What follows belongs to an exercise in optimizing a design on an open flow for small area, a short achievable clock period and few clock cycles per item; a production flow would make more cautious choices.
The RTL was checked by simulation tests, not by an equivalence proof against the original design.

==> inputs of trial 37 <==
Design frips_core, start of the top module:
module frips_core (
    input  wire        clk,
    input  wire        rst,
    input  wire        ev_valid,
    input  wire [19:0] ev,
    output wire        ev_ready,
    output wire [7:0]  ocr0,
    output wire [7:0]  ocr1,
    output wire [3:0]  dir,
    output wire        halt,
    output reg         pwm_clr,
    output wire [31:0] rps0,         
    output wire [31:0] rps1,         
    output wire [31:0] pi_acc0,      
    output wire [31:0] pi_acc1       
);
Settings: LEC_CHECK=0, CAP_MARGIN=20, CORE_MARGIN=2, CORE_UTILIZATION=40, PLACE_DENSITY=0.6, SLEW_MARGIN=20; clock period 22.0 ns.
run.sh (not shown) runs the stock make flow with config.mk's settings and CLKGATE_MAP_FILE= SYNTH_SCRIPT=/design/flow/synth_recipe.tcl, a recipe that flattens the netlist after the stock synthesis.
==> build 63: changes against trial 37 <==
--- a/flow/design.v
+++ b/flow/design.v
@@ -173,18 +173,16 @@
                 e = {1'b1, ef, dh[22:0]};
             else
                 e = {1'b1, ef - 8'd1, dh[21:0], 1'b0};
         end
     end
 endmodule
-module frips_pi_pd1 (
+module frips_pi_pd (
     input  wire [31:0] e,
     output wire [31:0] p,
-    output wire [25:0] yt,       
-    output wire        s23,      
-    output wire        s22       
+    output wire [31:0] d
 );
     wire        ez = (e[30:23] == 8'd0);
     wire [23:0] m  = {1'b1, e[22:0]};
     wire [7:0]  ee = e[30:23];
     wire [26:0] x   = {1'b0, m, 2'b00} + {3'b000, m};
     wire        xh  = x[26];
@@ -194,33 +192,20 @@
     wire        xu  = xg & (xs | xm[0]);
     wire [24:0] xr  = {1'b0, xm} + {24'd0, xu};
     wire [7:0]  pe  = ee + 8'd4 + {7'd0, xh} + {7'd0, xr[24]};
     assign p = ez ? {e[31], 31'd0} : {e[31], pe, xr[24] ? 23'd0 : xr[22:0]};
     wire [47:0] y = {m, 23'd0} + {7'd0, m, 17'd0} + {8'd0, m, 16'd0} + {12'd0, m, 12'd0}
                   + {15'd0, m, 9'd0} + {17'd0, m, 7'd0} - {20'd0, m, 4'd0} - {24'd0, m};
-    assign yt  = y[47:22];
-    assign s23 = |m[22:0];
-    assign s22 = |m[21:0];
-endmodule
-module frips_pi_pd2 (
-    input  wire [8:0]  se,       
-    input  wire [25:0] yt,
-    input  wire        s23,
-    input  wire        s22,
-    output wire [31:0] d
-);
-    wire        ez  = (se[7:0] == 8'd0);
-    wire [7:0]  ee  = se[7:0];
-    wire        yh  = yt[25];
-    wire [23:0] ym  = yh ? yt[25:2] : yt[24:1];
-    wire        yg  = yh ? yt[1] : yt[0];
-    wire        ys  = yh ? s23 : s22;
+    wire        yh  = y[47];
+    wire [23:0] ym  = yh ? y[47:24] : y[46:23];
+    wire        yg  = yh ? y[23] : y[22];
+    wire        ys  = yh ? (|m[22:0]) : (|m[21:0]);
     wire        yu  = yg & (ys | ym[0]);
     wire [24:0] yr  = {1'b0, ym} + {24'd0, yu};
     wire [7:0]  de  = ee - 8'd6 + {7'd0, yh} + {7'd0, yr[24]};
-    assign d = ez ? {se[8], 31'd0} : {se[8], de, yr[24] ? 23'd0 : yr[22:0]};
+    assign d = ez ? {e[31], 31'd0} : {e[31], de, yr[24] ? 23'd0 : yr[22:0]};
 endmodule
 module frips_add1 (
     input  wire [31:0] a,
     input  wire [31:0] b,
     output wire [27:0] sum,
     output wire [7:0]  el,
@@ -360,13 +345,13 @@
     output wire [31:0] rps1,         
     output wire [31:0] pi_acc0,      
     output wire [31:0] pi_acc1       
 );
     localparam [31:0] DURATION = 32'd376;
     localparam [23:0] MF       = 24'hF42400;    
-    localparam [3:0]  PI_LAT   = 4'd13;          
+    localparam [3:0]  PI_LAT   = 4'd12;          
     localparam [3:0] OP_IDLE = 4'h0, OP_OVF = 4'h1, OP_EDGE0 = 4'h2, OP_EDGE1 = 4'h3,
                      OP_SAMPLE = 4'h4, OP_RX = 4'h5, OP_STEP = 4'h6, OP_RESET = 4'hF;
     reg [15:0] roll;
     reg [31:0] raw_tick [0:1];
     reg [31:0] buf_tick [0:1];
     reg [30:0] frps     [0:1];      
@@ -445,16 +430,12 @@
     frips_rps_avg1 u_avg1 (.f(s_f), .r(s_raw), .sum(c_asum), .el(c_ael));
     wire [30:0] c_avg;
     frips_rps_avg2 u_avg2 (.sum(s_asum), .el(s_ael), .y(c_avg));
     reg        pa_m;
     reg        pb_m, pc1_m, pc2_m, pd_m, pe1_m, pe2_m, pf_m, pg_m, ph_m;
     reg [31:0] pb_e;
-    reg        pb2_m, pb2_s23, pb2_s22;
-    reg [8:0]  pb2_se;
-    reg [25:0] pb2_yt;
-    reg [31:0] pb2_p, pc1_a;
     reg [31:0] pc1_p, pc1_d;
     reg [31:0] pc2_p;
     reg [27:0] pc2_sum; reg [7:0] pc2_el; reg pc2_sl, pc2_spec; reg [31:0] pc2_ys;
     reg [31:0] pd_p, pd_a;
     reg [31:0] pe1_p, pe1_i;
     reg [27:0] pe2_sum; reg [7:0] pe2_el; reg pe2_sl, pe2_spec; reg [31:0] pe2_ys;
@@ -479,18 +460,15 @@
         fprev1 <= feff1;
     end
     wire [1:0]  fchg = unk | {feff1 != fprev1, feff0 != fprev0};
     wire [31:0] a_e;
     frips_pi_err u_err (.f(pa_m ? fprev1 : fprev0), .e(a_e));
     wire [31:0] b_p, b_d;
-    wire [25:0] b_yt;
-    wire        b_s23, b_s22;
-    frips_pi_pd1 u_pd1 (.e(pb_e), .p(b_p), .yt(b_yt), .s23(b_s23), .s22(b_s22));
-    frips_pi_pd2 u_pd2 (.se(pb2_se), .yt(pb2_yt), .s23(pb2_s23), .s22(pb2_s22), .d(b_d));
+    frips_pi_pd u_pd (.e(pb_e), .p(b_p), .d(b_d));
     wire [27:0] c_sum; wire [7:0] c_el; wire c_sl, c_spec; wire [31:0] c_ys;
-    frips_add1 u_c1 (.a(pc1_a), .b(pc1_d), .sum(c_sum), .el(c_el), .sl(c_sl),
+    frips_add1 u_c1 (.a(acc[pc1_m]), .b(pc1_d), .sum(c_sum), .el(c_el), .sl(c_sl),
                      .spec(c_spec), .ys(c_ys));
     wire [31:0] c_a;
     frips_add2 u_c2 (.sum(pc2_sum), .el(pc2_el), .sl(pc2_sl), .spec(pc2_spec), .ys(pc2_ys),
                      .y(c_a));
     wire [31:0] d_i;
     frips_pi_i u_i (.a(pd_a), .i(d_i));
@@ -509,14 +487,13 @@
     frips_pi_y u_y (.xr(pg_x), .v(g_v));
     wire [7:0]  h_ocr;
     frips_pi_ocr u_ocr (.v(ph_v), .ocr(h_ocr));
     always @(posedge clk) begin
         pa_m  <= do_rs ? 1'b0 : ~pa_m;
         pb_m  <= pa_m;   pb_e <= a_e;
-        pb2_m <= pb_m;   pb2_p <= b_p; pb2_se <= pb_e[31:23]; pb2_yt <= b_yt; pb2_s23 <= b_s23; pb2_s22 <= b_s22;
-        pc1_m <= pb2_m;  pc1_p <= pb2_p; pc1_d <= b_d; pc1_a <= acc[pb2_m];
+        pc1_m <= pb_m;   pc1_p <= b_p; pc1_d <= b_d;
         pc2_m <= pc1_m;  pc2_p <= pc1_p;
         pc2_sum <= c_sum; pc2_el <= c_el; pc2_sl <= c_sl; pc2_spec <= c_spec; pc2_ys <= c_ys;
         pd_m  <= pc2_m;  pd_p <= pc2_p; pd_a <= c_a;
         pe1_m <= pd_m;   pe1_p <= pd_p; pe1_i <= d_i;
         pe2_m <= pe1_m;
         pe2_sum <= e_sum; pe2_el <= e_el; pe2_sl <= e_sl; pe2_spec <= e_spec; pe2_ys <= e_ys;
- CORE_UTILIZATION: 40 -> 60
- PLACE_DENSITY: 0.6 -> 0.75
==> qor summary <==
Result of the run: build 63 timing/DRC/antenna clean; trial 37 timing/DRC/antenna clean
Die height: build 63 427 µm; trial 37 531 µm
Number of cells on the critical path: build 63 37; trial 37 36
Number of library cell types mapped by synthesis: build 63 125; trial 37 119
Multi-input combinational cell count: build 63 9,814; trial 37 9,889
Critical Path End: build 63 pc1_d[29]$_SDFF_PP0_; trial 37 s_r[5]$_SDFFCE_PP0P_
Layout cell share with drive strength beyond 1: build 63 6.86%; trial 37 7.38%
Total number of placement rows: build 63 155; trial 37 193
Share of the yosys chip area belonging to registers: build 63 28.9%; trial 37 29.9%
Detailed route wirelength on metal3: build 63 32,700 µm; trial 37 22,600 µm
Post-synthesis adder-cell area fraction: build 63 13.8%; trial 37 13.4%
Worst flop-to-flop path startpoint: build 63 pb_e[14]$_DFF_P_; trial 37 s_d2[3]$_SDFFCE_PP0P_
Core outline area: build 63 0.178 mm²; trial 37 0.276 mm²
Testbench counts of trial 37, summed over its fixed seeds: cycles 134,308, events 52,567.
Testbench counts of build 63, summed over its fixed seeds: cycles 130,780, events 52,567.

-- what the ideal ports hide --
The flow's constraints put no driver on any port. The routed layouts listed below were extracted and timed again, unchanged, in two steps. Step 1 assumes that a clkbuf_16 drives the clock port and a buf_2 every other input. Step 2 times the ports against the registers' clock, not the clock port: input delays grow and output delays shrink by t, the midpoint of the rising clock arrivals with the driver on. Three values: no drivers, after step 1, after step 2; two values: the first two.
run | t, ns | setup slack, ns | cell pins on the clock port's net
trial 37 | 0.920 | 11.518 / 11.518 / 11.518 | 1
build 63 | 0.899 | 11.067 / 11.067 / 11.067 | 1
After both steps every run listed still meets setup and hold.
